This design comes from an exercise in tuning for small area, a short achievable clock period and few clock cycles on the open sky130 flow, not from production work.
At most, simulation tests tie the RTL to the original design; equivalence was not proved.
Only the layout flow was run in runs 1, 4 and 5; the RTL was not checked for function there.
Power and IR drop assume default switching activity.

**flow/flow/run.sh**
```bash
#!/bin/bash
# The standard layout, with the port buffers made from the smallest buffer
# cell instead of the one buffer_ports picks by default; the resizer still
# sizes them up where timing or slew calls for it.
set -euo pipefail
export BUFFER_PORTS_ARGS="-buffer_cell sky130_fd_sc_hd__buf_1"
bash standard.sh finish > standard_flow.log 2>&1
```
**flow/standard.sh**
```bash
#!/bin/bash
# synth_recipe.tcl (not shown) runs the flow's synth.tcl, then flattens the netlist and writes it again
# the make line also repeats each setting of config.mk as NAME=value (left out here)
make -C /OpenROAD-flow-scripts/flow DESIGN_CONFIG=/design/flow/config.mk WORK_HOME=/design/flow/orfs CLKGATE_MAP_FILE= SYNTH_SCRIPT=/design/flow/synth_recipe.tcl "${@:-finish}"
```
**flow/config.mk**
```make
export PLATFORM = sky130hd
export DESIGN_NAME = vlq_codec
export DESIGN_NICKNAME = vlq_codec
export VERILOG_FILES = /design/flow/design.v
export SDC_FILE = /design/flow/constraint.sdc
export NUM_CORES = 4
export LEC_CHECK = 0
export CAP_MARGIN = 20
export CORE_MARGIN = 2
export CORE_UTILIZATION = 40
export SETUP_SLACK_MARGIN = 5
export SLEW_MARGIN = 20
export TNS_END_PERCENT = 100
```
**flow/constraint.sdc**
```tcl
create_clock -name core_clock -period 8.0 [get_ports {clk}]
set_input_delay 1.6000 -clock core_clock [delete_from_list [all_inputs] [get_ports {clk}]]
set_output_delay 1.6000 -clock core_clock [all_outputs]
set_load 0.01 [all_outputs]
```
**flow/design.v**
```verilog
module vlq_codec (
    input  wire         clk,
    input  wire         rst,
    input  wire         req_valid,
    output wire         req_ready,
    input  wire [4:0]   req_op,
    input  wire [127:0] req_value,
    input  wire [127:0] req_acc,
    input  wire [31:0]  req_cap,
    input  wire [31:0]  req_len,
    output wire         rsp_valid,
    output wire [31:0]  rsp_count,
    output wire [127:0] rsp_acc,
    output wire         rsp_term,
    output wire [1:0]   rsp_status,
    output wire         mem_valid,
    output wire         mem_we,
    output wire [31:0]  mem_addr,
    output wire [7:0]   mem_wdata,
    input  wire         mem_ready,
    input  wire [7:0]   mem_rdata
);
    localparam [1:0] F_SIZE = 2'd0, F_ENC = 2'd1, F_DEC = 2'd2;
    localparam [1:0] W_32 = 2'd0, W_64 = 2'd1, W_128 = 2'd2;
    localparam [1:0] ST_OK = 2'd0, ST_NOCAP = 2'd1, ST_INCOMPLETE = 2'd2,
                     ST_ILLEGAL = 2'd3;
    reg         sz_q, wr_q, rd_q, rsp_q, mv_q, rdy_q;
    reg         size_q;          
    reg [1:0]   width_q;
    reg         orient_r_q;      
    reg [127:0] x_q;             
    reg [31:0]  c_q;             
    reg [31:0]  rem_q;           
    reg [7:0]   wd_q;            
    reg         term_q;
    reg [1:0]   status_q;
    wire [1:0] req_width  = req_op[4:3];
    wire       req_orient = req_op[2];
    wire [1:0] req_func   = req_op[1:0];
    wire       req_illegal = (req_width == 2'b11) || (req_func == 2'b11);
    reg  [18:0] nz_r32, nz_r64, nz_r128, nz_l32, nz_l64, nz_l128, nz;
    integer g;
    always @(*) begin
        nz_r32 = 19'd0; nz_r64 = 19'd0; nz_r128 = 19'd0;
        nz_l32 = 19'd0; nz_l64 = 19'd0; nz_l128 = 19'd0;
        for (g = 0; g < 18; g = g + 1) nz_r128[g] = |x_q[7*g +: 7];
        nz_r128[18] = |x_q[127:126];
        for (g = 0; g < 9; g = g + 1)  nz_r64[g]  = |x_q[7*g +: 7];
        nz_r64[9] = x_q[63];
        for (g = 0; g < 4; g = g + 1)  nz_r32[g]  = |x_q[7*g +: 7];
        nz_r32[4] = |x_q[31:28];
        for (g = 0; g < 4; g = g + 1)  nz_l32[g]  = |x_q[31 - 7*g -: 7];
        nz_l32[4] = |x_q[3:0];
        for (g = 0; g < 9; g = g + 1)  nz_l64[g]  = |x_q[63 - 7*g -: 7];
        nz_l64[9] = x_q[0];
        for (g = 0; g < 18; g = g + 1) nz_l128[g] = |x_q[127 - 7*g -: 7];
        nz_l128[18] = |x_q[1:0];
        case ({width_q, orient_r_q})
            3'b001:  nz = nz_r32;
            3'b011:  nz = nz_r64;
            3'b000:  nz = nz_l32;
            3'b010:  nz = nz_l64;
            3'b100:  nz = nz_l128;
            default: nz = nz_r128;
        endcase
    end
    reg [4:0] sz_n, sz_m;
    reg       cap_lt;
    always @(*) begin
        sz_n = 5'd1;
        sz_m = 5'd0;
        cap_lt = 1'b0;
        for (g = 0; g < 19; g = g + 1) begin
            if (nz[g] || g == 0) begin
                sz_n = g + 1;
                sz_m = g;
            end
            if ((nz[g] || g == 0) && rem_q[4:0] <= g)
                cap_lt = 1'b1;
        end
    end
    wire cap_short = (rem_q[31:5] == 27'd0) && cap_lt;
    reg [6:0] grp0;
    always @(*) begin
        if (orient_r_q)
            grp0 = x_q[6:0];
        else case (width_q)
            W_32:    grp0 = x_q[31:25];
            W_64:    grp0 = x_q[63:57];
            default: grp0 = x_q[127:121];
        endcase
    end
    wire [6:0] b = rd_q ? mem_rdata[6:0] : 7'd0;
    wire [127:0] up7 = {x_q[120:0], b};
    reg  [127:0] x_up, x_dn;
    reg  [6:0]   grp_next;       
    always @(*) begin
        case (width_q)
            W_32:    begin x_up = {96'd0, up7[31:0]}; x_dn = {96'd0, b, x_q[31:7]}; end
            W_64:    begin x_up = {64'd0, up7[63:0]}; x_dn = {64'd0, b, x_q[63:7]}; end
            default: begin x_up = up7;                x_dn = {b, x_q[127:7]};      end
        endcase
        if (orient_r_q)
            grp_next = x_q[13:7];
        else case (width_q)
            W_32:    grp_next = x_q[24:18];
            W_64:    grp_next = x_q[56:50];
            default: grp_next = x_q[120:114];
        endcase
    end
    wire shift_up = rd_q ? orient_r_q : ~orient_r_q;
    wire last_write = (c_q[4:0] == 5'd0);
    wire last_read  = (rem_q == 32'd1);
    wire accept = req_valid && rdy_q;
    wire adv    = mv_q && mem_ready;
    wire fin    = adv && (wr_q ? last_write : (!mem_rdata[7] || last_read));
    wire enc_go = !size_q && !cap_short;     
    always @(posedge clk) begin
        if (rst) begin
            sz_q  <= 1'b0;
            wr_q  <= 1'b0;
            rd_q  <= 1'b0;
            rsp_q <= 1'b0;
            mv_q  <= 1'b0;
            rdy_q <= 1'b1;
        end else if (accept) begin
            sz_q  <= !req_illegal && !req_func[1];
            wr_q  <= 1'b0;
            rd_q  <= !req_illegal && req_func == F_DEC && req_len != 32'd0;
            rsp_q <= req_illegal || (req_func == F_DEC && req_len == 32'd0);
            mv_q  <= !req_illegal && req_func == F_DEC && req_len != 32'd0;
            rdy_q <= req_illegal || (req_func == F_DEC && req_len == 32'd0);
        end else if (sz_q) begin
            sz_q  <= 1'b0;
            wr_q  <= enc_go;
            mv_q  <= enc_go;
            rsp_q <= !enc_go;
            rdy_q <= !enc_go;
        end else if (fin) begin
            wr_q  <= 1'b0;
            rd_q  <= 1'b0;
            mv_q  <= 1'b0;
            rsp_q <= 1'b1;
            rdy_q <= 1'b1;
        end else if (rsp_q) begin
            rsp_q <= 1'b0;
        end
    end
    always @(posedge clk) begin
        if (accept) begin
            width_q    <= req_width;
            orient_r_q <= req_orient;
            size_q     <= !req_func[0];
            rem_q      <= (req_func == F_DEC) ? req_len : req_cap;
            term_q     <= 1'b0;
            x_q        <= req_illegal ? req_acc :
                          (req_func != F_DEC) ? req_value :
                          (req_width == W_32) ? {96'd0, req_acc[31:0]} :
                          (req_width == W_64) ? {64'd0, req_acc[63:0]} : req_acc;
            c_q        <= 32'd0;
            status_q   <= req_illegal ? ST_ILLEGAL : ST_INCOMPLETE;
        end else if (sz_q) begin
            wd_q       <= {1'b0, grp0};
            rem_q      <= {27'd0, sz_n};
            c_q        <= size_q ? {27'd0, sz_n} : cap_short ? 32'd0 : {27'd0, sz_m};
            status_q   <= (!size_q && cap_short) ? ST_NOCAP : ST_OK;
        end else if (adv) begin
            x_q <= shift_up ? x_up : x_dn;
            if (wr_q) begin
                wd_q <= {1'b1, grp_next};
                c_q  <= last_write ? rem_q : {27'd0, c_q[4:0] - 5'd1};
            end else begin
                c_q   <= c_q + 32'd1;
                rem_q <= rem_q - 32'd1;
                if (!mem_rdata[7]) begin
                    term_q   <= 1'b1;
                    status_q <= ST_OK;
                end
            end
        end
    end
    assign req_ready  = rdy_q;
    assign rsp_valid  = rsp_q;
    assign rsp_count  = c_q;
    assign rsp_acc    = x_q;
    assign rsp_term   = term_q;
    assign rsp_status = status_q;
    assign mem_valid  = mv_q;
    assign mem_we     = wr_q;
    assign mem_addr   = c_q;
    assign mem_wdata  = wd_q;
endmodule
```
==> summary.txt, run 1 <==
status: timing/DRC/antenna clean
Clock power frac: 0.281
hold buffers post-CTS: 0
Switch Pwr: 1.58 mW
Clock Pin Slew Worst Setup and Hold Paths: 0.06 ns
IO Count: 544
Slew headroom: 0.253
Area Overhead vs Synth: 29.4%
Leak: 6.68 nW
post-route ant nets: 0
RSZ-0062 raised after global routing: true
largest net degree at the start of global routing: 147
Synth Register Bits: 213
Seq/Total Area, Yosys: 0.394
detailed placement HPWL: 48100 um
setup ws final: 4.76 ns
first-pass GRT wire length: 96900 um
final hold vios: 0
leading area contributor after synthesis: edfxtp_1
Worst Hold End: term_q$_SDFFE_PP0P_
NumNets Final: 2530
worst slew pin tran: 1.12 ns
Final TNS setup: 0 ns
Routed met2 length: 33800 um
TritonCTS clock tree: done
Startpoint Class: flop
f_max: 309 MHz
critical path arrival: 3.67 ns
YS warnings: 1
global route total overflow: 0
Final Cycle Share: 0.405
port bufs: 543
area of the die: 0.0397 mm^2
DR vias: 16.9k
Total GRT Usage: 0.326
initial antenna violation count: 3
vias in the first global route: 15.3k
kind of critical path: flop to flop
number of synthesized flops with an enable pin: 174
final period demand of the worst path: 3.24 ns
power density cells: 213 mW/mm^2
Syn Area/Cell: 9.07 um^2
Comb pwr share: 0.316
synth unique cells: 79
top-count cell post-synth: edfxtp_1
CTS Buffer Depth: 3
FF-to-FF Start: x_q[63]$_DFFE_PP_
WL final: 68900 um
r2r setup slk: 4.76 ns
M1 wire length: 26500 um
Sw Share: 0.376
data required time at the worst endpoint: 8.43 ns
Max IR drop VDD: 0.149 mV
largest cells by area after synthesis: edfxtp_1 34%, mux2i_1 10%, o22ai_1 5.2%
layout cell share with drive strength beyond 1: 0.125
DRC: 0
worst-case reg-to-reg path depth: 9
Clk Latency, worst-skew pair: 0.56 ns
met3 wire len: 5240 um
GP Congestion: 0.959
synthesized net count: 2026
per-cell routed wire length: 25.3 um
CTS Buf Count: 26
setup slack at placement: 3.94 ns
DR vias/cell: 6.20
Die W: 199 um
Hold Crit Class: flop to flop
core area: 0.0376 mm^2
Die Y: 199 um
Yosys top cell area share: 0.342
Synth top cells by count: 174 x edfxtp_1, 168 x nand2_1, 154 x mux2i_1, 126 x o22ai_1, 112 x nor2_1
Final Skew: 0.0264 ns
endpoints failing setup: 0
Starting Density: 0.406
Hold Startpoint: term_q$_SDFFE_PP0P_
Sequential Power Share: 0.403
Pwr Total: 4.20 mW
Synth Cell Area: 0.0153 mm^2
max-slew violations: 0
# rows: 71
internal power component: 2.62 mW
Crit Path Max Fanout: 6
Worst Hold Path Cells: 2
First DRT Iteration DRCs: 1625
DRT Pass-1 Iters: 6
Crit. End Element: flop
main flop type after synthesis: edfxtp_1
clk root buf: clkbuf_16
worst r2r dst: rsp_q$_SDFF_PP0_
maximum capacitance violations: 0
htree depth: 1
async set-reset flop share out of synthesis: 0
Synth Instances: 1682
Top Metal Used: met5
CTS sink cnt: 213
## layout by cell type, fill, tap and decap left out, types with 14 or more instances in the layout
cell,instances
nand3_1,37
xnor2_1,26
nor3_1,27
nor2b_1,31
edfxtp_1,174
a31oi_1,60
nor4_1,21
o22ai_1,124
a211oi_1,41
buf_4,76
mux2_2,14
a21oi_1,72
clkbuf_16,27
nand2_1,164
a22oi_1,72
dfxtp_1,36
nand4_1,20
xor2_1,16
o21ai_0,63
nor2_1,106
buf_1,540
mux2i_1,154
## critical path, cell delays in order, from the launching register on
cell and delay, ns:
edfxtp_1 0.58, or2_2 0.37, nor4b_1 0.25, a211oi_1 0.13, buf_4 0.17, a211o_1 0.26, or4_4 0.58, a2111oi_4 0.45
nor3_1 0.08, a211o_1 0.23
## cell type report
cell class / count / area [um^2]
diodes: 4 / 10.0
clock buffers: 31 / 701
clock inverters: 16 / 125
fillers: 3653 / 17800
inverters: 14 / 57.6
multi-input cells: 1293 / 9200
flip-flops and latches: 213 / 6010
well taps: 511 / 639
repair buffers: 638 / 3000
## worst max-delay path by stage
stage / slack [ns] / to / start
detailed placement: 3.94 / x_q[85]$_DFFE_PP_ / mem_ready
CTS: 4.78 / rsp_q$_SDFF_PP0_ / width_q[0]$_DFFE_PP_
global route: 4.68 / rsp_q$_SDFF_PP0_ / x_q[61]$_DFFE_PP_
floorplan: 4.99 / x_q[0]$_DFFE_PP_ / req_valid
global placement: 3.99 / x_q[79]$_DFFE_PP_ / mem_ready
finish: 4.76 / rsp_q$_SDFF_PP0_ / x_q[63]$_DFFE_PP_
## what timing repair did
action	in CTS	in global routing
pin swaps	10	28
cloned	7	3
gates resized for setup	81	61
setup endpoints to repair	274	218
setup buffers	46	26
## per-stage QoR
stage                      util  hold slack [ns]  std cells  area [um^2]
after floorplan               -            0.505       1682        15400
after global placement    0.463            0.462       2587        17400
after detailed placement  0.463            0.467       2587        17400
after CTS                 0.511            0.482       2687        19200
after global routing      0.525            0.531       2718        19700
final                     0.525            0.477       2720        19700
## power groups by stage
stage,registers (mW),clock network [mW],logic [mW]
floorplan,1.63,0,0.715
global placement,1.73,0,1.08
detailed placement,1.73,0,1.09
CTS,1.69,1.19,1.24
global route,1.70,1.23,1.42
finish,1.69,1.18,1.33
## metal layers
metal  vias up  global-route usage
li1       7531                   -
met1      8177               0.413
met2       979               0.560
met3       170              0.0378
met4         2               0.147
met5         -                   0
## logic make-up after synthesis
kind of cell | count (synthesis) | synth area share
and+or+nand+nor | 535 | 0.173
AOI/OAI and AO/OA | 528 | 0.229
DFF | 213 | 0.394
buffers and inverters | 181 | 0.0546
muxes | 174 | 0.119
xor gates and xnor gates | 43 | 0.0247
adders and majority gates | 8 | 0.00648
## flip-flops by register name, summed over array words and instances (netlist names)
name and count:
rem_q 32, rsp_q 1, status_q 2, x_q 128, width_q 2, c_q 32, wr_q 1, mv_q 1
orient_r_q 1, rdy_q 1, term_q 1, size_q 1, rd_q 1, wd_q 8, sz_q 1
==> run 2, diff against run 1 <==
--- a/flow/design.v
+++ b/flow/design.v
@@ -91,15 +91,8 @@
         endcase
     end
     wire [6:0] b = rd_q ? mem_rdata[6:0] : 7'd0;
-    wire [127:0] up7 = {x_q[120:0], b};
-    reg  [127:0] x_up, x_dn;
     reg  [6:0]   grp_next;       
     always @(*) begin
-        case (width_q)
-            W_32:    begin x_up = {96'd0, up7[31:0]}; x_dn = {96'd0, b, x_q[31:7]}; end
-            W_64:    begin x_up = {64'd0, up7[63:0]}; x_dn = {64'd0, b, x_q[63:7]}; end
-            default: begin x_up = up7;                x_dn = {b, x_q[127:7]};      end
-        endcase
         if (orient_r_q)
             grp_next = x_q[13:7];
         else case (width_q)
@@ -153,10 +146,6 @@
             size_q     <= !req_func[0];
             rem_q      <= (req_func == F_DEC) ? req_len : req_cap;
             term_q     <= 1'b0;
-            x_q        <= req_illegal ? req_acc :
-                          (req_func != F_DEC) ? req_value :
-                          (req_width == W_32) ? {96'd0, req_acc[31:0]} :
-                          (req_width == W_64) ? {64'd0, req_acc[63:0]} : req_acc;
             c_q        <= 32'd0;
             status_q   <= req_illegal ? ST_ILLEGAL : ST_INCOMPLETE;
         end else if (sz_q) begin
@@ -165,7 +154,6 @@
             c_q        <= size_q ? {27'd0, sz_n} : cap_short ? 32'd0 : {27'd0, sz_m};
             status_q   <= (!size_q && cap_short) ? ST_NOCAP : ST_OK;
         end else if (adv) begin
-            x_q <= shift_up ? x_up : x_dn;
             if (wr_q) begin
                 wd_q <= {1'b1, grp_next};
                 c_q  <= last_write ? rem_q : {27'd0, c_q[4:0] - 5'd1};
@@ -179,6 +167,31 @@
             end
         end
     end
+    wire ld_acc  = req_illegal || req_func == F_DEC;
+    wire ld_val  = accept && !ld_acc;
+    wire ld_a0   = accept && ld_acc;                             
+    wire ld_a1   = ld_a0 && (req_illegal || req_width != W_32);   
+    wire ld_a2   = ld_a0 && (req_illegal || req_width[1]);       
+    wire sh      = !accept && adv;
+    wire sh_up   = sh && shift_up;
+    wire sh_dn   = sh && !shift_up;
+    wire w32     = (width_q == W_32);
+    wire w128    = width_q[1];
+    wire hold    = !accept && !adv;
+    wire [127:0] sel_ld_acc = {{64{ld_a2}}, {32{ld_a1}}, {32{ld_a0}}};
+    wire [127:0] sel_up = {{64{sh_up && w128}}, {32{sh_up && !w32}}, {32{sh_up}}};
+    wire [127:0] sel_dn = {7'd0, {57{sh_dn && w128}}, {7{sh_dn && w128}},
+                           {25{sh_dn && !w32}}, {7{sh_dn && !w32}}, {25{sh_dn}}};
+    wire [127:0] sel_b  = {{7{sh_dn && w128}}, 57'd0, {7{sh_dn && !w32 && !w128}},
+                           25'd0, {7{sh_dn && w32}}, 25'd0};
+    always @(posedge clk) begin
+        x_q <= ({128{ld_val}} & req_value)
+             | (sel_ld_acc & req_acc)
+             | (sel_up & {x_q[120:0], b})
+             | (sel_dn & {7'd0, x_q[127:7]})
+             | (sel_b & {b, 57'd0, b, 25'd0, b, 25'd0})
+             | ({128{hold}} & x_q);
+    end
     assign req_ready  = rdy_q;
     assign rsp_valid  = rsp_q;
     assign rsp_count  = c_q;
--- a/flow/config.mk
+++ b/flow/config.mk
@@ -8,6 +8,6 @@
 export CAP_MARGIN = 20
 export CORE_MARGIN = 2
 export CORE_UTILIZATION = 40
-export SETUP_SLACK_MARGIN = 5
+export SETUP_SLACK_MARGIN = 4
 export SLEW_MARGIN = 20
 export TNS_END_PERCENT = 100
==> summary.txt, run 2 <==
status: timing/DRC/antenna clean
Crit Path Max Fanout: 46
worst hold slack: 0.474 ns
Startpoint Class: input pin
# rows: 66
maximum capacitance violations: 0
Routed met2 length: 30500 um
placed cell areas: 0.0154 mm^2
final hold vios: 0
Crit. End Element: flop
Synth Register Bits: 213
async set-reset flop share out of synthesis: 0
NumNets Final: 2405
largest net degree at the start of global routing: 78
Yosys top cell area share: 0.252
setup slack at placement: 2.90 ns
top-count cell post-synth: nand2_1
commonest non-fill, non-tap cells in the layout: 543 x buf_1, 271 x nand2_1, 167 x dfxtp_1, 116 x a222oi_1, 96 x a22oi_1
area of the die: 0.0346 mm^2
leading area contributor after synthesis: dfxtp_1
Hold Startpoint: term_q$_SDFFE_PP0P_
DRT Pass-1 Iters: 11
Comb pwr share: 0.290
per-cell routed wire length: 25.2 um
Syn Area/Cell: 8.16 um^2
slowest stage delay, CP: 0.54 ns
core area: 0.0326 mm^2
DR vias/cell: 6.40
kind of critical path: input pin to flop
synth unique cells: 73
Synth Instances: 1626
Clock Pin Slew Worst Setup and Hold Paths: 0.06 ns
Sequential Power Share: 0.434
max-slew violations: 0
Worst Hold Path Cells: 2
flip-flop count of the largest register after layout: 128
DRC: 0
post-route cell area: 0.0163 mm^2
Clk Latency, worst-skew pair: 0.53 ns
first-pass GRT wire length: 90700 um
Synth top cells by count: 271 x nand2_1, 167 x dfxtp_1, 116 x a222oi_1, 115 x clkbuf_1, 98 x nor2_1
DR vias: 16.1k
Area Overhead vs Synth: 22.8%
synthesized net count: 1970
Final Skew: 0.0126 ns
endpoints failing setup: 0
Top Metal Used: met4
global route total overflow: 0
Final Cycle Share: 0.476
met3 wire len: 5910 um
M1 wire length: 23700 um
Most flops, register: x_q
IO Count: 544
worst slew pin tran: 0.982 ns
number of synthesized flops with an enable pin: 46
Pwr Total: 4.20 mW
CP max stage cell: buf_4
initial antenna violation count: 0
htree depth: 1
Final TNS setup: 0 ns
internal power component: 2.50 mW
CTS Buf Count: 25
Synth Cell Area: 0.0133 mm^2
Clock power frac: 0.275
setup ws final: 4.19 ns
main flop type after synthesis: dfxtp_1
r2r setup slk: 4.35 ns
GP Congestion: 0.956
port bufs: 543
Switch Pwr: 1.70 mW
First DRT Iteration DRCs: 2198
layout cell share with drive strength beyond 1: 0.0553
Hold Crit Class: flop to flop
critical path arrival: 4.28 ns
Leak: 5.65 nW
number of fill cells: 3323
Total GRT Usage: 0.345
cell count after placement: 2473
post-route ant nets: 0
YS warnings: 1
Seq/Total Area, Yosys: 0.356
worst-case reg-to-reg path depth: 10
WL final: 63700 um
Die Y: 186 um
power density cells: 258 mW/mm^2
clk root buf: clkbuf_16
detailed placement HPWL: 46900 um
vias in the first global route: 14.8k
most common cell after layout, fill and taps aside: buf_1
Max IR drop VDD: 0.126 mV
Die W: 186 um
ordered list of cells on the worst path: buf_1 > nand2_1 > buf_4 > clkinv_2 > buf_4 > nand2_1 > nor2_4 > buf_4 > a222oi_1 > nand2_1
data required time at the worst endpoint: 8.47 ns
TritonCTS clock tree: done
f_max: 263 MHz
final period demand of the worst path: 3.81 ns
largest cells by area after synthesis: dfxtp_1 25%, edfxtp_1 10%, a222oi_1 8.8%
Non-Filler Instances: 2522
RSZ-0062 raised after global routing: false
Sw Share: 0.405
Largest regs: x_q (128), c_q (32), rem_q (32)
CTS Buffer Depth: 3
Starting Density: 0.407
Worst Hold End: term_q$_SDFFE_PP0P_
worst r2r dst: rdy_q$_SDFFE_PP1P_
post-layout util: 0.499
CTS sink cnt: 213
FF-to-FF Start: width_q[1]$_DFFE_PP_
Slew headroom: 0.343
## run 2: changes by cell type after synthesis, sizes merged, moves of 24 or more
| cell | delta |
|---|---|
| dfxtp | +128 |
| nand2 | +104 |
| a222oi | +116 |
| o22ai | -91 |
| nand3 | +41 |
| mux2i | -108 |
| edfxtp | -128 |
| nor2b | -24 |
| a31oi | -50 |
## run 2: worst max-delay path: cells and delay by family
kind	cells	cell delay (ns)
buffers and inverters	5	1.54
AND/OR/NAND/NOR	4	0.89
AO/OA/AOI/OAI	1	0.20
## run 2: kinds of logic (layout without fill, tap and decap cells)
logic type	Yosys count	in the layout	share of synthesized area
simple gates	630	631	0.221
compound gates	500	500	0.280
flops	213	213	0.356
buf+inv	179	631	0.0599
mux	56	56	0.0492
xor+xnor	41	41	0.0271
fa+ha+maj	7	7	0.00660
other cells	0	1	0
## run 2: final cells by class
cell class / instances / area (um^2) / area share
Antenna cell: 1 / 2.50 / 0.000154
Clock buffer: 42 / 811 / 0.0498
Clock inverter: 3 / 18.8 / 0.00115
Multi-Input combinational cell: 1235 / 7840 / 0.481
Tap cell: 442 / 553 / 0.0340
Inverter: 17 / 68.8 / 0.00422
Timing Repair Buffer: 569 / 2270 / 0.140
Sequential cell: 213 / 4720 / 0.290
## run 2: worst max-delay path by stage
stage                                    end      start  slack, ns
after detailed placement     x_q[60]$_DFF_P_  req_valid       2.90
final                       x_q[125]$_DFF_P_  req_valid       4.19
after CTS                    x_q[35]$_DFF_P_  req_valid       4.02
after floorplan           rem_q[0]$_DFFE_PP_  mem_ready       4.44
after global routing         x_q[48]$_DFF_P_  req_valid       4.06
after global placement       x_q[52]$_DFF_P_  req_valid       2.95
## run 2: power groups by stage
stage	registers, mW	clock network [mW]	logic (mW)
floorplan	1.66	0	0.729
global placement	1.82	0	1.18
detailed placement	1.82	0	1.19
CTS	1.80	1.17	1.20
global route	1.83	1.21	1.33
finish	1.82	1.16	1.22
## run 2: metal layers
layer / track usage / up-vias
met5: 0 / -
met3: 0.0571 / 201
met4: 0.171 / 0
met1: 0.430 / 7650
met2: 0.577 / 1098
li1: - / 7197
## run 2: what timing repair did
action                                  CTS  global route
hold buffers                              0             0
endpoints found under the setup margin  106           118
endpoints found under the hold margin     0             0
cloned                                    0             1
resized for setup                         4             8
buffers inserted                          0             1
pin swaps                                 0             1
Testbench counts of run 2, summed over its fixed seeds: cycles 54,168.
==> run 3, diff against run 2 <==
--- a/flow/config.mk
+++ b/flow/config.mk
@@ -8,6 +8,6 @@
 export CAP_MARGIN = 20
 export CORE_MARGIN = 2
 export CORE_UTILIZATION = 40
-export SETUP_SLACK_MARGIN = 4
+export SETUP_SLACK_MARGIN = 5
 export SLEW_MARGIN = 20
 export TNS_END_PERCENT = 100
==> summary.txt, run 3 <==
Crit. End Element: flop
main flop type after synthesis: dfxtp_1
Synth Register Bits: 213
internal power component: 2.51 mW
Switch Pwr: 1.77 mW
commonest non-fill, non-tap cells in the layout: 541 x buf_1, 266 x nand2_1, 158 x dfxtp_1, 116 x a222oi_1, 96 x a22oi_1
status: timing/DRC/antenna clean
Total GRT Usage: 0.357
Slew headroom: 0.265
most common cell after layout, fill and taps aside: buf_1
Synth Cell Area: 0.0133 mm^2
Sw Share: 0.413
Startpoint Class: flop
Pwr Total: 4.28 mW
Clock power frac: 0.254
Crit Path Max Fanout: 3
CTS Buf Count: 25
Leak: 5.99 nW
GP Congestion: 0.947
max-slew violations: 0
Area Overhead vs Synth: 29.8%
YS warnings: 1
RSZ-0062 raised after global routing: true
core area: 0.0326 mm^2
DR vias/cell: 6.46
global route total overflow: 0
TritonCTS clock tree: done
detailed placement HPWL: 46700 um
number of fill cells: 3334
clk root buf: clkbuf_16
htree depth: 1
First DRT Iteration DRCs: 2229
DRC: 0
leading area contributor after synthesis: dfxtp_1
area of the die: 0.0346 mm^2
Largest regs: x_q (128), c_q (32), rem_q (32)
endpoints failing setup: 0
CP max stage cell: or4_4
hold buffers post-CTS: 0
CTS Buffer Depth: 3
IO Count: 544
final period demand of the worst path: 3.12 ns
slowest stage delay, CP: 0.54 ns
top-count cell post-synth: nand2_1
Synth Instances: 1626
Max IR drop VDD: 0.158 mV
synth unique cells: 73
Comb pwr share: 0.318
async set-reset flop share out of synthesis: 0
Final Skew: 0.0326 ns
synthesized net count: 1970
# rows: 66
CP bufs+invs: 0
largest cells by area after synthesis: dfxtp_1 25%, edfxtp_1 10%, a222oi_1 8.8%
Die Y: 186 um
CP delay by family, top: simple AND/OR/NAND/NOR gates
Sequential Power Share: 0.427
Hold Crit Class: flop to flop
critical path arrival: 3.57 ns
Clock Pin Slew Worst Setup and Hold Paths: 0.06 ns
post-route ant nets: 0
initial antenna violation count: 1
data required time at the worst endpoint: 8.44 ns
NumNets Final: 2448
CTS sink cnt: 213
final hold vios: 0
per-cell routed wire length: 25.8 um
largest net degree at the start of global routing: 83
first-pass GRT wire length: 93400 um
number of synthesized flops with an enable pin: 46
Die W: 186 um
Most flops, register: x_q
worst slew pin tran: 1.10 ns
maximum capacitance violations: 0
flip-flop count of the largest register after layout: 128
DRT Pass-1 Iters: 11
port bufs: 543
WL final: 66100 um
kind of critical path: flop to flop
vias in the first global route: 15.2k
power density cells: 249 mW/mm^2
Starting Density: 0.407
Seq/Total Area, Yosys: 0.356
f_max: 320 MHz
Final TNS setup: 0 ns
Yosys top cell area share: 0.252
Final Cycle Share: 0.390
layout cell share with drive strength beyond 1: 0.103
Clk Latency, worst-skew pair: 0.55 ns
Synth top cells by count: 271 x nand2_1, 167 x dfxtp_1, 116 x a222oi_1, 115 x clkbuf_1, 98 x nor2_1
DR vias: 16.6k
ordered list of cells on the worst path: or4_4 > or4_4 > a311oi_4 > nand2_2 > a211oi_2 > a21oi_1 > o31a_1 > or3_1 > a211oi_2
Syn Area/Cell: 8.16 um^2
run 3: cell types whose count changed in the layout (fill, tap and decap cells not counted), moves of 5 or more:
cell	before	now
a21oi_1	87	78
a21oi_2	0	5
buf_4	20	52
dfxtp_1	167	158
dfxtp_2	0	7
nand2_1	271	266
nor4_1	39	28
nor4_2	4	9
nor4_4	0	6
o21ai_0	58	51
o21ai_1	0	5
or4_1	10	4
or4_4	0	6
run 3: metrics by stage:
| step | util | cells | cell area (um^2) | hold slack (ns) | worst slack (ns) |
|---|---|---|---|---|---|
| floorplan | - | 1626 | 13400 | 0.505 | 4.92 |
| global placement | 0.473 | 2472 | 15400 | 0.454 | 3.18 |
| detailed placement | 0.473 | 2472 | 15400 | 0.467 | 3.14 |
| CTS | 0.518 | 2550 | 16900 | 0.482 | 4.87 |
| global route | 0.528 | 2562 | 17200 | 0.511 | 4.80 |
| finish | 0.528 | 2564 | 17200 | 0.471 | 4.88 |
run 3: worst reg2reg max path: stages (launching register included):
cell      delay, ns
dfxtp_4        0.34
or4_4          0.54
or4_4          0.48
a311oi_4       0.32
nand2_2        0.12
a211oi_2       0.19
a21oi_1        0.09
o31a_1         0.37
or3_1          0.38
a211oi_2       0.19
run 3: cell families (layout without fill, tap and decap cells):
family,Yosys count,after routing,synth area share
buf+inv,179,670,0.0599
xor+xnor,41,41,0.0271
fa+ha+maj,7,7,0.00660
other cells,0,2,0
compound gates,500,500,0.280
simple gates,630,633,0.221
mux,56,56,0.0492
flops,213,213,0.356
run 3: power by group through the flow:
stage	combinational (mW)	sequential, mW	clock (mW)
2_1_floorplan	0.737	1.66	0
3_3_place_gp	1.18	1.82	0
3_5_place_dp	1.20	1.82	0
4_1_cts	1.30	1.80	1.10
5_1_grt	1.47	1.84	1.14
6_report	1.36	1.83	1.09
run 3: path summary, 6_finish.rpt:
kind / from / cells past startpoint / slack [ns] / to
worst max register to register: x_q[79]$_DFF_P_ / 9 / 4.88 / c_q[0]$_SDFFE_PP0N_
worst min-delay path: term_q$_SDFFE_PP0P_ / 2 / 0.47 / term_q$_SDFFE_PP0P_
worst max-delay path: x_q[79]$_DFF_P_ / 9 / 4.88 / c_q[0]$_SDFFE_PP0N_
worst min register to register: term_q$_SDFFE_PP0P_ / 2 / 0.47 / term_q$_SDFFE_PP0P_
run 3: repair_timing:
item	in CTS	in global routing
gates cloned	5	1
setup endpoints to repair	208	124
buffers inserted	30	11
gates resized for setup	85	46
pin swaps	21	14
run 3: per-layer routing:
| metal | vias to the layer above | share of wire | global-route usage |
|---|---|---|---|
| li1 | 7287 | - | - |
| met1 | 7943 | 0.37 | 0.436 |
| met2 | 1121 | 0.49 | 0.609 |
| met3 | 206 | 0.094 | 0.0560 |
| met4 | 2 | 0.054 | 0.177 |
| met5 | - | 0.00020 | 0 |
run 3: area by class of cell:
type	instances	area, um^2	area share
clock buffer	38	724	0.0421
clock inverter	5	30.0	0.00174
timing repair buffer	610	2730	0.158
inverter	17	95.1	0.00552
antenna	2	5.00	0.000291
sequential	213	4740	0.275
tap	442	553	0.0321
multi-input combinational	1237	8340	0.484
==> run 4, diff against run 3 <==
--- a/flow/design.v
+++ b/flow/design.v
@@ -39,23 +39,24 @@
     wire [1:0] req_func   = req_op[1:0];
     wire       req_illegal = (req_width == 2'b11) || (req_func == 2'b11);
     reg  [18:0] nz_r32, nz_r64, nz_r128, nz_l32, nz_l64, nz_l128, nz;
+    reg  [18:0] nz_q;
     integer g;
     always @(*) begin
         nz_r32 = 19'd0; nz_r64 = 19'd0; nz_r128 = 19'd0;
         nz_l32 = 19'd0; nz_l64 = 19'd0; nz_l128 = 19'd0;
-        for (g = 0; g < 18; g = g + 1) nz_r128[g] = |x_q[7*g +: 7];
-        nz_r128[18] = |x_q[127:126];
-        for (g = 0; g < 9; g = g + 1)  nz_r64[g]  = |x_q[7*g +: 7];
-        nz_r64[9] = x_q[63];
-        for (g = 0; g < 4; g = g + 1)  nz_r32[g]  = |x_q[7*g +: 7];
-        nz_r32[4] = |x_q[31:28];
-        for (g = 0; g < 4; g = g + 1)  nz_l32[g]  = |x_q[31 - 7*g -: 7];
-        nz_l32[4] = |x_q[3:0];
-        for (g = 0; g < 9; g = g + 1)  nz_l64[g]  = |x_q[63 - 7*g -: 7];
-        nz_l64[9] = x_q[0];
-        for (g = 0; g < 18; g = g + 1) nz_l128[g] = |x_q[127 - 7*g -: 7];
-        nz_l128[18] = |x_q[1:0];
-        case ({width_q, orient_r_q})
+        for (g = 0; g < 18; g = g + 1) nz_r128[g] = |req_value[7*g +: 7];
+        nz_r128[18] = |req_value[127:126];
+        for (g = 0; g < 9; g = g + 1)  nz_r64[g]  = |req_value[7*g +: 7];
+        nz_r64[9] = req_value[63];
+        for (g = 0; g < 4; g = g + 1)  nz_r32[g]  = |req_value[7*g +: 7];
+        nz_r32[4] = |req_value[31:28];
+        for (g = 0; g < 4; g = g + 1)  nz_l32[g]  = |req_value[31 - 7*g -: 7];
+        nz_l32[4] = |req_value[3:0];
+        for (g = 0; g < 9; g = g + 1)  nz_l64[g]  = |req_value[63 - 7*g -: 7];
+        nz_l64[9] = req_value[0];
+        for (g = 0; g < 18; g = g + 1) nz_l128[g] = |req_value[127 - 7*g -: 7];
+        nz_l128[18] = |req_value[1:0];
+        case ({req_width, req_orient})
             3'b001:  nz = nz_r32;
             3'b011:  nz = nz_r64;
             3'b000:  nz = nz_l32;
@@ -71,11 +72,11 @@
         sz_m = 5'd0;
         cap_lt = 1'b0;
         for (g = 0; g < 19; g = g + 1) begin
-            if (nz[g] || g == 0) begin
+            if (nz_q[g] || g == 0) begin
                 sz_n = g + 1;
                 sz_m = g;
             end
-            if ((nz[g] || g == 0) && rem_q[4:0] <= g)
+            if ((nz_q[g] || g == 0) && rem_q[4:0] <= g)
                 cap_lt = 1'b1;
         end
     end
@@ -139,8 +140,10 @@
             rsp_q <= 1'b0;
         end
     end
+    always @(posedge clk)
+        nz_q <= nz;
     always @(posedge clk) begin
-        if (accept) begin
+        if (rdy_q) begin
             width_q    <= req_width;
             orient_r_q <= req_orient;
             size_q     <= !req_func[0];
@@ -168,16 +171,16 @@
         end
     end
     wire ld_acc  = req_illegal || req_func == F_DEC;
-    wire ld_val  = accept && !ld_acc;
-    wire ld_a0   = accept && ld_acc;                             
+    wire ld_val  = rdy_q && !ld_acc;
+    wire ld_a0   = rdy_q && ld_acc;                              
     wire ld_a1   = ld_a0 && (req_illegal || req_width != W_32);   
     wire ld_a2   = ld_a0 && (req_illegal || req_width[1]);       
-    wire sh      = !accept && adv;
+    wire sh      = adv;                  
     wire sh_up   = sh && shift_up;
     wire sh_dn   = sh && !shift_up;
     wire w32     = (width_q == W_32);
     wire w128    = width_q[1];
-    wire hold    = !accept && !adv;
+    wire hold    = !rdy_q && !adv;
     wire [127:0] sel_ld_acc = {{64{ld_a2}}, {32{ld_a1}}, {32{ld_a0}}};
     wire [127:0] sel_up = {{64{sh_up && w128}}, {32{sh_up && !w32}}, {32{sh_up}}};
     wire [127:0] sel_dn = {7'd0, {57{sh_dn && w128}}, {7{sh_dn && w128}},
==> summary.txt, run 4 <==
Total GRT Usage: 0.360
per-cell routed wire length: 26.3 um
Die Y: 191 um
internal power component: 2.59 mW
port bufs: 543
Max IR drop VDD: 0.164 mV
RSZ-0062 raised after global routing: false
CTS sink cnt: 231
GP Congestion: 0.974
clk root buf: clkbuf_16
NumNets Final: 2488
Synth Instances: 1703
YS warnings: 1
Clock power frac: 0.374
Synth Cell Area: 0.0139 mm^2
leading area contributor after synthesis: dfxtp_1
GR peak layer: met2
async set-reset flop share out of synthesis: 0
Switch Pwr: 1.37 mW
met3 Track Usage GR: 0.0784
commonest non-fill, non-tap cells in the layout: 541 x buf_1, 317 x nand2_1, 178 x dfxtp_1, 113 x a222oi_1, 99 x o21ai_0
Synth Register Bits: 231
Comb pwr share: 0.210
area of the die: 0.0363 mm^2
Crit. End Element: output port
status: timing/DRC/antenna clean
hold buffers post-CTS: 0
CTS Buf Count: 28
DR vias: 16.7k
Leak: 6.10 nW
Clock Pin Slew Worst Setup and Hold Paths: 0.06 ns
Final Cycle Share: 0.375
Starting Density: 0.405
Clk Latency, worst-skew pair: 0.57 ns
Largest regs: x_q (128), c_q (32), rem_q (32)
post-route ant nets: 0
Seq/Total Area, Yosys: 0.365
DRT Pass-1 Iters: 9
number of fill cells: 3504
Synth top cells by count: 318 x nand2_1, 185 x dfxtp_1, 113 x a222oi_1, 105 x clkbuf_1, 101 x nor2_1
DR vias/cell: 6.34
slowest stage delay, CP: 0.62 ns
data required time at the worst endpoint: 6.40 ns
Area Overhead vs Synth: 23.8%
Hold Crit Class: flop to flop
Die W: 191 um
Non-Filler Instances: 2625
Yosys top cell area share: 0.266
htree depth: 1
M1 GR Usage: 0.452
WL final: 69100 um
CTS Buffer Depth: 3
Sw Share: 0.346
DRC: 0
Startpoint Class: flop
power density cells: 229 mW/mm^2
initial antenna violation count: 4
Most flops, register: x_q
CP max stage cell: dfxtp_1
register area: 0.00509 mm^2
Pwr Total: 3.96 mW
vias in the first global route: 15.6k
IO Count: 544
Syn Area/Cell: 8.18 um^2
worst slew pin tran: 1.13 ns
Final TNS setup: 0 ns
Multi-input gate area: 0.00809 mm^2
max-slew violations: 0
detailed placement HPWL: 52600 um
final period demand of the worst path: 3.00 ns
Final Skew: 0.0178 ns
main flop type after synthesis: dfxtp_1
largest net degree at the start of global routing: 73
global route total overflow: 0
flip-flop count of the largest register after layout: 128
core area: 0.0344 mm^2
first-pass GRT wire length: 99100 um
layout cell share with drive strength beyond 1: 0.0767
CP bufs+invs: 1
Sequential Power Share: 0.416
most common cell after layout, fill and taps aside: buf_1
grt met2 use: 0.595
final hold vios: 0
ordered list of cells on the worst path: buf_1
endpoints failing setup: 0
CP delay by family, top: flip-flops
Slew headroom: 0.245
synth unique cells: 75
f_max: 333 MHz
critical path arrival: 1.40 ns
cell count after placement: 2560
First DRT Iteration DRCs: 2704
TritonCTS clock tree: done
Crit Path Max Fanout: 5
number of synthesized flops with an enable pin: 46
maximum capacitance violations: 0
top-count cell post-synth: nand2_1
synthesized net count: 2047
kind of critical path: flop to output port
# rows: 68
largest cells by area after synthesis: dfxtp_1 27%, edfxtp_1 9.9%, nand2_1 8.6%
run 4: power by group through the flow:
stage          Combinational, mW  Clock, mW  Sequential [mW]
4_1_cts                    0.802       1.49             1.63
5_1_grt                    0.897       1.52             1.65
2_1_floorplan              0.438          0             1.56
3_3_place_gp               0.782          0             1.66
6_report                   0.832       1.48             1.65
3_5_place_dp               0.790          0             1.66
run 4: cells by family after synthesis:
kind of cell | count (synthesis) | synth area share
AOI/OAI and AO/OA | 506 | 0.264
xor gates and xnor gates | 40 | 0.0252
adders and majority gates | 7 | 0.00629
buffers and inverters | 188 | 0.0609
DFF | 231 | 0.365
muxes | 57 | 0.0509
and+or+nand+nor | 674 | 0.228
run 4: final timing paths:
check                           from                  end  slack, ns  depth (start not counted)
setup / recovery     x_q[31]$_DFF_P_          rsp_acc[31]       5.00                          1
hold / removal       x_q[47]$_DFF_P_      x_q[40]$_DFF_P_       0.51                          2
setup reg to reg  rem_q[1]$_DFFE_PP_  rem_q[22]$_DFFE_PP_       5.19                          9
hold reg to reg      x_q[47]$_DFF_P_      x_q[40]$_DFF_P_       0.51                          2
run 4: area by class of cell:
type	count	share of cell area
clock buffers	38	0.0482
repair buffers	572	0.135
inverters	25	0.00544
flip-flops and latches	231	0.295
well taps	455	0.0330
multi-input cells	1286	0.469
diodes	5	0.000726
clock inverters	13	0.0131
run 4: layer usage:
metal,part of all wire,wire length [um]
met1,0.37,25800
met2,0.47,32300
met3,0.11,7410
met4,0.051,3490
met5,0.00038,26
run 4: per-stage QoR:
step	util	cell area, um^2	hold slack, ns	worst slack (ns)
after floorplan	-	14000	0.505	5.00
after global placement	0.466	16000	0.483	3.86
after detailed placement	0.466	16000	0.488	3.82
after CTS	0.499	17100	0.498	5.01
after global routing	0.501	17200	0.526	5.00
final	0.502	17200	0.511	5.00
run 4: what timing repair did:
action,4_1_cts,5_1_grt
setup buffers,1,5
resized for setup,17,7
setup endpoints to repair,108,105
pin swaps,1,2
cloned,1,1
==> run 5, diff against run 4 <==
--- a/flow/config.mk
+++ b/flow/config.mk
@@ -8,6 +8,8 @@
 export CAP_MARGIN = 20
 export CORE_MARGIN = 2
 export CORE_UTILIZATION = 40
+export CTS_BUF_LIST = sky130_fd_sc_hd__clkbuf_8
+export CTS_CLUSTER_SIZE = 24
 export SETUP_SLACK_MARGIN = 5
 export SLEW_MARGIN = 20
 export TNS_END_PERCENT = 100
==> summary.txt, run 5 <==
CTS Buffer Depth: 3
Clock power frac: 0.348
DRT Pass-1 Iters: 12
Area Overhead vs Synth: 23.3%
htree depth: 2
largest net degree at the start of global routing: 73
worst slew pin tran: 1.11 ns
Die W: 191 um
First DRT Iteration DRCs: 2552
core area: 0.0344 mm^2
largest cells by area after synthesis: dfxtp_1 27%, edfxtp_1 9.9%, nand2_1 8.6%
Sequential Power Share: 0.433
Synth Register Bits: 231
CP delay by family, top: flip-flops
Total GRT Usage: 0.361
Switch Pwr: 1.38 mW
Final TNS setup: 0 ns
grt met2 use: 0.596
DRC: 0
Most flops, register: x_q
Worst Hold Path Cells: 2
# rows: 68
Crit Path Max Fanout: 5
CTS Buf Count: 46
async set-reset flop share out of synthesis: 0
Max IR drop VDD: 0.138 mV
Sw Share: 0.363
Starting Density: 0.405
area of the die: 0.0363 mm^2
Synth Cell Area: 0.0139 mm^2
CP bufs+invs: 1
max-slew violations: 0
post-route ant nets: 0
synth unique cells: 75
Synth Instances: 1703
top-count cell post-synth: nand2_1
Die Y: 191 um
RSZ-0062 raised after global routing: false
Syn Area/Cell: 8.18 um^2
number of synthesized flops with an enable pin: 46
most common cell after layout, fill and taps aside: buf_1
Clk Latency, worst-skew pair: 0.57 ns
worst hold slack: 0.507 ns
Worst Hold End: x_q[40]$_DFF_P_
Crit. End Element: output port
Yosys top cell area share: 0.266
hold buffers post-CTS: 0
Largest regs: x_q (128), c_q (32), rem_q (32)
Slew headroom: 0.259
maximum capacitance violations: 0
detailed placement HPWL: 52600 um
FF-to-FF Start: rem_q[1]$_DFFE_PP_
endpoints failing setup: 0
met3 Track Usage GR: 0.0986
post-layout util: 0.500
global route total overflow: 0
Final Cycle Share: 0.373
final period demand of the worst path: 2.98 ns
critical path arrival: 1.38 ns
Hold Startpoint: x_q[47]$_DFF_P_
commonest non-fill, non-tap cells in the layout: 541 x buf_1, 317 x nand2_1, 177 x dfxtp_1, 113 x a222oi_1, 99 x o21ai_0
worst r2r dst: rem_q[22]$_DFFE_PP_
first-pass GRT wire length: 99200 um
TritonCTS clock tree: done
kind of critical path: flop to output port
flip-flop count of the largest register after layout: 128
clk root buf: clkbuf_8
GR peak layer: met2
M1 GR Usage: 0.440
slowest stage delay, CP: 0.60 ns
Final Skew: 0.0346 ns
port bufs: 543
Synth top cells by count: 318 x nand2_1, 185 x dfxtp_1, 113 x a222oi_1, 105 x clkbuf_1, 101 x nor2_1
Startpoint Class: flop
IO Count: 544
leading area contributor after synthesis: dfxtp_1
layout cell share with drive strength beyond 1: 0.0869
WL final: 69400 um
main flop type after synthesis: dfxtp_1
YS warnings: 1
per-cell routed wire length: 26.1 um
Seq/Total Area, Yosys: 0.365
CP max stage cell: dfxtp_1
CTS sink cnt: 231
power density cells: 221 mW/mm^2
worst-case reg-to-reg path depth: 9
status: timing/DRC/antenna clean
vias in the first global route: 15.7k
ordered list of cells on the worst path: buf_1
initial antenna violation count: 6
GP Congestion: 0.974
data required time at the worst endpoint: 6.40 ns
internal power component: 2.42 mW
final hold vios: 0
DR vias: 16.8k
r2r setup slk: 5.20 ns
synthesized net count: 2047
f_max: 335 MHz
Leak: 6.13 nW
DR vias/cell: 6.30
Clock Pin Slew Worst Setup and Hold Paths: 0.06 ns
Comb pwr share: 0.219
NumNets Final: 2505
Hold Crit Class: flop to flop
## run 5: changes by cell type in the layout (fill, tap and decap cells not counted), sizes merged
cell	change
clkinvlp	-3
diode	+2
clkinv	+10
clkbuf	+24
bufinv	-4
buf	-2
inv	+8
o21ai	+1
## run 5: routing by layer
layer | wire, um | vias up
li1 | - | 7437
met4 | 3340 | 6
met2 | 32500 | 1138
met3 | 7800 | 217
met5 | 39 | -
met1 | 25800 | 7975
## run 5: final cells by class
cell class / count / area (um^2)
sequential: 231 / 5100
antenna: 7 / 17.5
multi-input combinational: 1287 / 8100
fill: 3539 / 17200
clock buffer: 62 / 853
clock inverter: 24 / 151
tap: 455 / 569
timing repair buffer: 570 / 2300
inverter: 25 / 93.8
## run 5: worst reg2reg max path, delay by kind of cell (launching register included)
| family | cells | cell delay, ns |
|---|---|---|
| xor gates and xnor gates | 1 | 0.16 |
| buffers and inverters | 1 | 0.13 |
| AOI/OAI and AO/OA | 1 | 0.07 |
| DFF | 1 | 0.44 |
| and+or+nand+nor | 5 | 1.53 |
| adders and majority gates | 1 | 0.21 |
## run 5: worst max path at each step
stage                        from             endpoint  depth (start not counted)
4_1_cts        rem_q[1]$_DFFE_PP_  rem_q[22]$_DFFE_PP_                          9
2_1_floorplan           mem_ready   rem_q[0]$_DFFE_PP_                          4
6_report          x_q[31]$_DFF_P_          rsp_acc[31]                          1
3_3_place_gp            req_op[4]      x_q[96]$_DFF_P_                          7
5_1_grt                 mem_ready     x_q[116]$_DFF_P_                          7
3_5_place_dp            req_op[4]      x_q[96]$_DFF_P_                          7
## run 5: cell families after synthesis
family	synth area share
muxes	0.0509
AOI/OAI and AO/OA	0.264
and+or+nand+nor	0.228
adders and majority gates	0.00629
xor gates and xnor gates	0.0252
DFF	0.365
buffers and inverters	0.0609
## run 5: power by group through the flow
| stage | clock network, mW | logic, mW | registers [mW] |
|---|---|---|---|
| 2_1_floorplan | 0 | 0.438 | 1.56 |
| 3_3_place_gp | 0 | 0.782 | 1.66 |
| 3_5_place_dp | 0 | 0.790 | 1.66 |
| 4_1_cts | 1.32 | 0.802 | 1.63 |
| 5_1_grt | 1.38 | 0.894 | 1.65 |
| 6_report | 1.32 | 0.831 | 1.65 |
## run 5: what timing repair did
item / in CTS / in global routing
resized for setup: 17 / 10
pin swaps: 1 / 3
buffers inserted: 1 / 4
setup endpoints to repair: 108 / 139
cloned: 1 / 2
## run 5: stage by stage
stage	power, mW	instance area (um^2)	cells	setup WS (ns)
6_report	3.80	17200	2661	5.02
5_1_grt	3.92	17200	2657	5.01
3_5_place_dp	2.45	16000	2560	3.82
2_1_floorplan	2.00	14000	1703	5.00
4_1_cts	3.76	17100	2648	5.01
3_3_place_gp	2.44	16000	2560	3.86
==> run 6, diff against run 5 <==
--- a/flow/design.v
+++ b/flow/design.v
@@ -80,7 +80,7 @@
                 cap_lt = 1'b1;
         end
     end
-    wire cap_short = (rem_q[31:5] == 27'd0) && cap_lt;
+    wire cap_short = rem_q[5] && cap_lt;
     reg [6:0] grp0;
     always @(*) begin
         if (orient_r_q)
@@ -92,16 +92,6 @@
         endcase
     end
     wire [6:0] b = rd_q ? mem_rdata[6:0] : 7'd0;
-    reg  [6:0]   grp_next;       
-    always @(*) begin
-        if (orient_r_q)
-            grp_next = x_q[13:7];
-        else case (width_q)
-            W_32:    grp_next = x_q[24:18];
-            W_64:    grp_next = x_q[56:50];
-            default: grp_next = x_q[120:114];
-        endcase
-    end
     wire shift_up = rd_q ? orient_r_q : ~orient_r_q;
     wire last_write = (c_q[4:0] == 5'd0);
     wire last_read  = (rem_q == 32'd1);
@@ -147,7 +137,8 @@
             width_q    <= req_width;
             orient_r_q <= req_orient;
             size_q     <= !req_func[0];
-            rem_q      <= (req_func == F_DEC) ? req_len : req_cap;
+            rem_q      <= (req_func == F_DEC) ? req_len :
+                          {req_len[31:6], req_cap[31:5] == 27'd0, req_cap[4:0]};
             term_q     <= 1'b0;
             c_q        <= 32'd0;
             status_q   <= req_illegal ? ST_ILLEGAL : ST_INCOMPLETE;
@@ -158,7 +149,7 @@
             status_q   <= (!size_q && cap_short) ? ST_NOCAP : ST_OK;
         end else if (adv) begin
             if (wr_q) begin
-                wd_q <= {1'b1, grp_next};
+                wd_q <= {1'b1, grp0};
                 c_q  <= last_write ? rem_q : {27'd0, c_q[4:0] - 5'd1};
             end else begin
                 c_q   <= c_q + 32'd1;
@@ -175,12 +166,12 @@
     wire ld_a0   = rdy_q && ld_acc;                              
     wire ld_a1   = ld_a0 && (req_illegal || req_width != W_32);   
     wire ld_a2   = ld_a0 && (req_illegal || req_width[1]);       
-    wire sh      = adv;                  
+    wire sh      = adv || sz_q;          
     wire sh_up   = sh && shift_up;
     wire sh_dn   = sh && !shift_up;
     wire w32     = (width_q == W_32);
     wire w128    = width_q[1];
-    wire hold    = !rdy_q && !adv;
+    wire hold    = !rdy_q && !adv && !sz_q;
     wire [127:0] sel_ld_acc = {{64{ld_a2}}, {32{ld_a1}}, {32{ld_a0}}};
     wire [127:0] sel_up = {{64{sh_up && w128}}, {32{sh_up && !w32}}, {32{sh_up}}};
     wire [127:0] sel_dn = {7'd0, {57{sh_dn && w128}}, {7{sh_dn && w128}},
--- a/flow/config.mk
+++ b/flow/config.mk
@@ -7,9 +7,7 @@
 export LEC_CHECK = 0
 export CAP_MARGIN = 20
 export CORE_MARGIN = 2
-export CORE_UTILIZATION = 40
-export CTS_BUF_LIST = sky130_fd_sc_hd__clkbuf_8
-export CTS_CLUSTER_SIZE = 24
+export CORE_UTILIZATION = 55
 export SETUP_SLACK_MARGIN = 5
 export SLEW_MARGIN = 20
 export TNS_END_PERCENT = 100
==> summary.txt, run 6 <==
DRT Pass-1 Iters: 14
data required time at the worst endpoint: 6.40 ns
max-slew violations: 0
NumNets Final: 2372
number of fill cells: 2058
DRC: 0
Crit Path Max Fanout: 4
Synth Cell Area: 0.0131 mm^2
largest cells by area after synthesis: dfxtp_1 28%, edfxtp_1 11%, a222oi_1 9.3%
DR vias: 16.5k
Crit. End Element: output port
post-synthesis mux area share: 0.0136
CP bufs+invs: 1
WL final: 64000 um
Clk Latency, worst-skew pair: 0.54 ns
worst slew pin tran: 1.01 ns
CTS Buffer Depth: 3
Synth Instances: 1555
clk root buf: clkbuf_16
Die Y: 158 um
synthesized net count: 1899
Total GRT Usage: 0.475
kind of critical path: flop to output port
htree depth: 1
Syn Area/Cell: 8.42 um^2
CP max stage cell: buf_1
Leak: 5.84 nW
port bufs: 543
GP Congestion: 0.987
Final Cycle Share: 0.377
RSZ-0062 raised after global routing: true
TritonCTS clock tree: done
leading area contributor after synthesis: dfxtp_1
Switch Pwr: 1.29 mW
detailed placement HPWL: 46900 um
First DRT Iteration DRCs: 3726
Hold Crit Class: flop to flop
Final TNS setup: 0 ns
main combinational cell family by area after synthesis: compound AO/OA/AOI/OAI gates
CP delay by family, top: buffers and inverters
DR vias/cell: 6.96
top-count cell post-synth: nand2_1
Most flops, register: x_q
internal power component: 2.34 mW
Synth Area in Adders: 0.00745
per-cell routed wire length: 26.9 um
core area: 0.0234 mm^2
async set-reset flop share out of synthesis: 0
Final Skew: 0.0127 ns
YS warnings: 1
global route total overflow: 0
area of the die: 0.0251 mm^2
flip-flop count of the largest register after layout: 128
most common cell after layout, fill and taps aside: buf_1
CTS Buf Count: 26
endpoints failing setup: 0
status: timing/DRC/antenna clean
Synth Area in Simple Gates: 0.207
Largest regs: x_q (128), c_q (32), rem_q (32)
Non-Filler Instances: 2374
Clock Pin Slew Worst Setup and Hold Paths: 0.06 ns
Seq/Total Area, Yosys: 0.388
layout cell share with drive strength beyond 1: 0.0660
Startpoint Class: flop
Synth top cells by count: 251 x nand2_1, 185 x dfxtp_1, 123 x a22oi_1, 121 x a222oi_1, 102 x clkbuf_1
IO Count: 544
hold buffers post-CTS: 0
Clock power frac: 0.323
Synth Register Bits: 231
initial antenna violation count: 1
Starting Density: 0.559
maximum capacitance violations: 0
first-pass GRT wire length: 89900 um
slowest stage delay, CP: 0.45 ns
vias in the first global route: 14.5k
# rows: 56
commonest non-fill, non-tap cells in the layout: 541 x buf_1, 251 x nand2_1, 183 x dfxtp_1, 123 x a22oi_1, 121 x a222oi_1
largest net degree at the start of global routing: 104
number of synthesized flops with an enable pin: 46
Yosys top cell area share: 0.283
cell count after placement: 2284
Comb pwr share: 0.233
synth unique cells: 77
f_max: 332 MHz
power density cells: 222 mW/mm^2
Pwr Total: 3.63 mW
Slew headroom: 0.324
main flop type after synthesis: dfxtp_1
XOR/XNOR share of the synthesized area: 0.0294
final hold vios: 0
post-layout util: 0.698
Die W: 158 um
Sw Share: 0.355
Area Overhead vs Synth: 24.7%
final period demand of the worst path: 3.01 ns
critical path arrival: 1.41 ns
Sequential Power Share: 0.444
Max IR drop VDD: 0.177 mV
CTS sink cnt: 231
post-route ant nets: 0
compound-gate portion of the synthesized area: 0.294
ordered list of cells on the worst path: buf_1
-- run 6: changes by cell type after synthesis, sizes merged, moves of 16 or more --
| cell | before | now |
|---|---|---|
| nand2 | 320 | 252 |
| nand3 | 83 | 42 |
| mux2 | 31 | 6 |
| nor4 | 27 | 43 |
| o21ai | 106 | 89 |
| a22oi | 92 | 123 |
| a21oi | 74 | 50 |
-- run 6: cells by family (layout without fill, tap and decap cells) --
logic type               count (synthesis)  after routing
AND/OR/NAND/NOR                        572            576
AO/OA/AOI/OAI                          508            509
flip-flops                             231            231
buffers and inverters                  175            661
XOR/XNOR                                44             44
multiplexers                            17             17
adder cells (fa/ha/maj)                  8              8
other                                    0              9
-- run 6: worst paths after layout --
kind                                           from                  end  slack [ns]  depth (start not counted)
worst max-delay path                x_q[51]$_DFF_P_          rsp_acc[51]        4.99                          1
worst min-delay path            term_q$_SDFFE_PP0P_  term_q$_SDFFE_PP0P_        0.51                          2
worst max register to register   rem_q[6]$_DFFE_PP_  rem_q[19]$_DFFE_PP_        5.04                          7
worst min register to register  term_q$_SDFFE_PP0P_  term_q$_SDFFE_PP0P_        0.51                          2
-- run 6: worst register-to-register path, delay by kind of cell (launching register included) --
family,cells,cell delay (ns)
and+or+nand+nor,5,1.97
DFF,1,0.47
xor gates and xnor gates,1,0.19
AOI/OAI and AO/OA,1,0.06
-- run 6: repair_timing --
action,4_1_cts,5_1_grt
setup buffers,12,15
gates resized for setup,28,11
cloned,5,2
endpoints found under the setup margin,142,27
pin swaps,5,4
-- run 6: power groups by stage --
stage	clock network, mW	logic [mW]	registers, mW
finish	1.17	0.843	1.61
global route	1.21	0.894	1.61
CTS	1.16	0.785	1.59
detailed placement	0	0.747	1.62
global placement	0	0.738	1.62
floorplan	0	0.398	1.56
-- run 6: layout make-up --
class	count	area, um^2	share of cell area
diodes	9	22.5	0.00138
repair buffers	592	2550	0.156
flip-flops and latches	231	5090	0.312
multi-input cells	1154	7370	0.451
well taps	319	399	0.0244
clock inverters	6	56.3	0.00345
inverters	23	86.3	0.00529
clock buffers	40	754	0.0462
-- run 6: stage by stage --
step           worst slack, ns  instance area [um^2]  hold slack (ns)
2_1_floorplan             4.89                 13200            0.505
3_3_place_gp              3.32                 15000            0.458
3_5_place_dp              3.29                 15000            0.490
4_1_cts                   4.96                 16100            0.500
5_1_grt                   4.98                 16300            0.551
6_report                  4.99                 16300            0.507
-- run 6: per-layer routing --
layer / up-vias / wire length (um) / GRT usage
met3: 328 / 9140 / 0.129
met5: - / 0 / 0.0269
met1: 7655 / 21300 / 0.574
li1: 7048 / - / -
met2: 1492 / 28400 / 0.748
met4: 0 / 5170 / 0.301
Testbench counts of run 6, summed over its fixed seeds: cycles 54,168.
==> run 7, diff against run 6 <==
--- a/flow/config.mk
+++ b/flow/config.mk
@@ -7,7 +7,7 @@
 export LEC_CHECK = 0
 export CAP_MARGIN = 20
 export CORE_MARGIN = 2
-export CORE_UTILIZATION = 55
+export CORE_UTILIZATION = 40
 export SETUP_SLACK_MARGIN = 5
 export SLEW_MARGIN = 20
 export TNS_END_PERCENT = 100
==> summary.txt, run 7 <==
IO Count: 544
CTS sink cnt: 231
Clock Pin Slew Worst Setup and Hold Paths: 0.06 ns
Clock power frac: 0.348
CTS Buf Count: 28
Switch Pwr: 1.29 mW
synthesized net count: 1899
critical path arrival: 1.38 ns
worst-case reg-to-reg path depth: 8
WL final: 64700 um
Max IR drop VDD: 0.183 mV
port bufs: 543
Sw Share: 0.348
DR vias/cell: 6.40
max-slew violations: 0
CTS Buffer Depth: 3
placed cell areas: 0.0152 mm^2
Setup crit end: rsp_acc[58]
Synth Instances: 1555
Seq/Total Area, Yosys: 0.388
synth unique cells: 77
ordered list of cells on the worst path: buf_1
Multi-input gate area: 0.00739 mm^2
FF-to-FF Start: rem_q[7]$_DFFE_PP_
YS warnings: 1
Non-Filler Instances: 2493
f_max: 336 MHz
kind of critical path: flop to output port
Synth top cells by count: 251 x nand2_1, 185 x dfxtp_1, 123 x a22oi_1, 121 x a222oi_1, 102 x clkbuf_1
Sequential Power Share: 0.434
Slew headroom: 0.333
RSZ-0062 raised after global routing: true
internal power component: 2.43 mW
CP bufs+invs: 1
register area: 0.00509 mm^2
htree depth: 1
final period demand of the worst path: 2.98 ns
endpoints failing setup: 0
first-pass GRT wire length: 91300 um
# rows: 66
Final Skew: 0.0183 ns
CP Depth: 1
main flop type after synthesis: dfxtp_1
Final TNS setup: 0 ns
slowest stage delay, CP: 0.62 ns
Die W: 185 um
Comb pwr share: 0.218
Final Cycle Share: 0.372
power density cells: 225 mW/mm^2
data required time at the worst endpoint: 6.40 ns
clk root buf: clkbuf_16
async set-reset flop share out of synthesis: 0
r2r setup slk: 5.06 ns
vias in the first global route: 14.4k
worst hold slack: 0.530 ns
Synth Register Bits: 231
largest cells by area after synthesis: dfxtp_1 28%, edfxtp_1 11%, a222oi_1 9.3%
Most flops, register: x_q
setup slack at placement: 2.93 ns
Startpoint Class: flop
per-cell routed wire length: 26.0 um
DR vias: 16.0k
Largest regs: x_q (128), c_q (32), rem_q (32)
TritonCTS clock tree: done
worst slew pin tran: 1.00 ns
Hold Crit Class: flop to flop
Starting Density: 0.404
status: timing/DRC/antenna clean
Crit Path Max Fanout: 5
Clk Latency, worst-skew pair: 0.55 ns
number of fill cells: 3222
detailed placement HPWL: 47200 um
post-route cell area: 0.0166 mm^2
commonest non-fill, non-tap cells in the layout: 540 x buf_1, 250 x nand2_1, 184 x dfxtp_1, 123 x a22oi_1, 121 x a222oi_1
flip-flop count of the largest register after layout: 128
post-route ant nets: 0
largest net degree at the start of global routing: 86
NumNets Final: 2371
setup ws final: 5.02 ns
First DRT Iteration DRCs: 2302
hold buffers post-CTS: 0
worst r2r dst: rem_q[31]$_DFFE_PP_
Die Y: 185 um
CP max stage cell: dfxtp_1
Total GRT Usage: 0.351
DRT Pass-1 Iters: 12
global route total overflow: 0
GP Congestion: 0.931
Worst Setup SP: x_q[58]$_DFF_P_
number of synthesized flops with an enable pin: 46
Leak: 5.89 nW
final hold vios: 0
leading area contributor after synthesis: dfxtp_1
cell count after placement: 2408
area of the die: 0.0342 mm^2
initial antenna violation count: 1
maximum capacitance violations: 0
CP delay by family, top: flip-flops
Synth Cell Area: 0.0131 mm^2
Yosys top cell area share: 0.283
top-count cell post-synth: nand2_1
most common cell after layout, fill and taps aside: buf_1
DRC: 0
layout cell share with drive strength beyond 1: 0.0688
Area Overhead vs Synth: 26.5%
Syn Area/Cell: 8.42 um^2
core area: 0.0324 mm^2
Crit. End Element: output port
[run 7: cell counts after synthesis]
Identical to the previous run, type by type.
[run 7: cell families after synthesis]
logic type / after synthesis / share of synthesized area
XOR/XNOR: 44 / 0.0294
buffers and inverters: 175 / 0.0602
AO/OA/AOI/OAI: 508 / 0.294
adder cells (fa/ha/maj): 8 / 0.00745
multiplexers: 17 / 0.0136
AND/OR/NAND/NOR: 572 / 0.207
flip-flops: 231 / 0.388
[run 7: metrics by stage]
step | total power [mW] | util
floorplan | 1.96 | -
global placement | 2.36 | 0.469
detailed placement | 2.37 | 0.469
CTS | 3.67 | 0.503
global route | 3.84 | 0.512
finish | 3.72 | 0.512
[run 7: what timing repair did]
| item | CTS | global route |
|---|---|---|
| resized for setup | 25 | 19 |
| endpoints found under the setup margin | 168 | 120 |
| cloned | 5 | 3 |
| pin swaps | 3 | 5 |
| setup buffers | 8 | 15 |
[run 7: power by group through the flow]
| stage | clock (mW) | combinational, mW | sequential [mW] |
|---|---|---|---|
| 5_1_grt | 1.35 | 0.869 | 1.63 |
| 3_3_place_gp | 0 | 0.727 | 1.64 |
| 6_report | 1.29 | 0.811 | 1.62 |
| 3_5_place_dp | 0 | 0.732 | 1.63 |
| 2_1_floorplan | 0 | 0.398 | 1.56 |
| 4_1_cts | 1.30 | 0.768 | 1.60 |
[run 7: area by class of cell]
cell class | count | area share
clock inverters | 8 | 0.00544
well taps | 442 | 0.0334
diodes | 2 | 0.000302
clock buffers | 44 | 0.0502
flip-flops and latches | 231 | 0.307
multi-input cells | 1155 | 0.446
inverters | 23 | 0.00521
repair buffers | 588 | 0.152
[run 7: worst min-delay path by stage]
stage	from	to	slack (ns)	depth (start not counted)
final	x_q[56]$_DFF_P_	x_q[63]$_DFF_P_	0.53	2
after global routing	x_q[50]$_DFF_P_	x_q[57]$_DFF_P_	0.55	2
after CTS	x_q[50]$_DFF_P_	x_q[57]$_DFF_P_	0.51	2
after detailed placement	x_q[50]$_DFF_P_	x_q[57]$_DFF_P_	0.51	2
after global placement	term_q$_SDFFE_PP0P_	term_q$_SDFFE_PP0P_	0.50	2
after floorplan	term_q$_SDFFE_PP0P_	term_q$_SDFFE_PP0P_	0.50	2
[run 7: per-layer routing]
| metal | track usage | vias to the layer above | wire length, um |
|---|---|---|---|
| met3 | 0.0478 | 182 | 6160 |
| met1 | 0.453 | 7593 | 24500 |
| li1 | - | 7026 | - |
| met5 | 0 | - | 0 |
| met2 | 0.588 | 1159 | 30700 |
| met4 | 0.151 | 0 | 3340 |

[re-timing with driven ports]
In the flow no input, the clock included, has a driving cell. The finished layouts below were timed again as built, in two steps. Step 1 assumes that a clkbuf_16 drives the clock port and a buf_2 every other input. Step 2, shift: input delay + t, output delay - t, t = (earliest + latest rising clock arrival at the registers) / 2. This alone moves slack from input paths to output paths. Slacks: ideal / step 1 / step 2; pairs: ideal / step 1.
run | t, ns | setup slack, ns | hold WS [ns] | worst setup path after step 2 | pins driven straight from the clock port
run 1 | 0.605 | 4.762 / 4.762 / 4.438 | 0.477 / 0.477 / 0.477 | input to register | 1
run 2 | 0.579 | 4.192 / 4.188 / 3.609 | 0.474 / 0.474 / 0.474 | input to register | 1
run 3 | 0.597 | 4.877 / 4.877 / 4.462 | 0.471 / 0.471 / 0.471 | input to register | 1
run 4 | 0.615 | 5.000 / 4.947 / 4.437 | 0.511 / 0.511 / 0.511 | input to register | 1
run 5 | 0.607 | 5.016 / 4.967 / 4.498 | 0.507 / 0.507 / 0.507 | input to register | 1
run 6 | 0.584 | 4.985 / 4.932 / 4.405 | 0.507 / 0.507 / 0.507 | input to register | 1
run 7 | 0.599 | 5.021 / 4.967 / 4.456 | 0.530 / 0.530 / 0.530 | input to register | 1
After both steps every run listed still meets setup and hold. For run 2, which loses most, drivers alone change the setup slack by -0.004 ns; drivers and shift together by -0.583 ns.
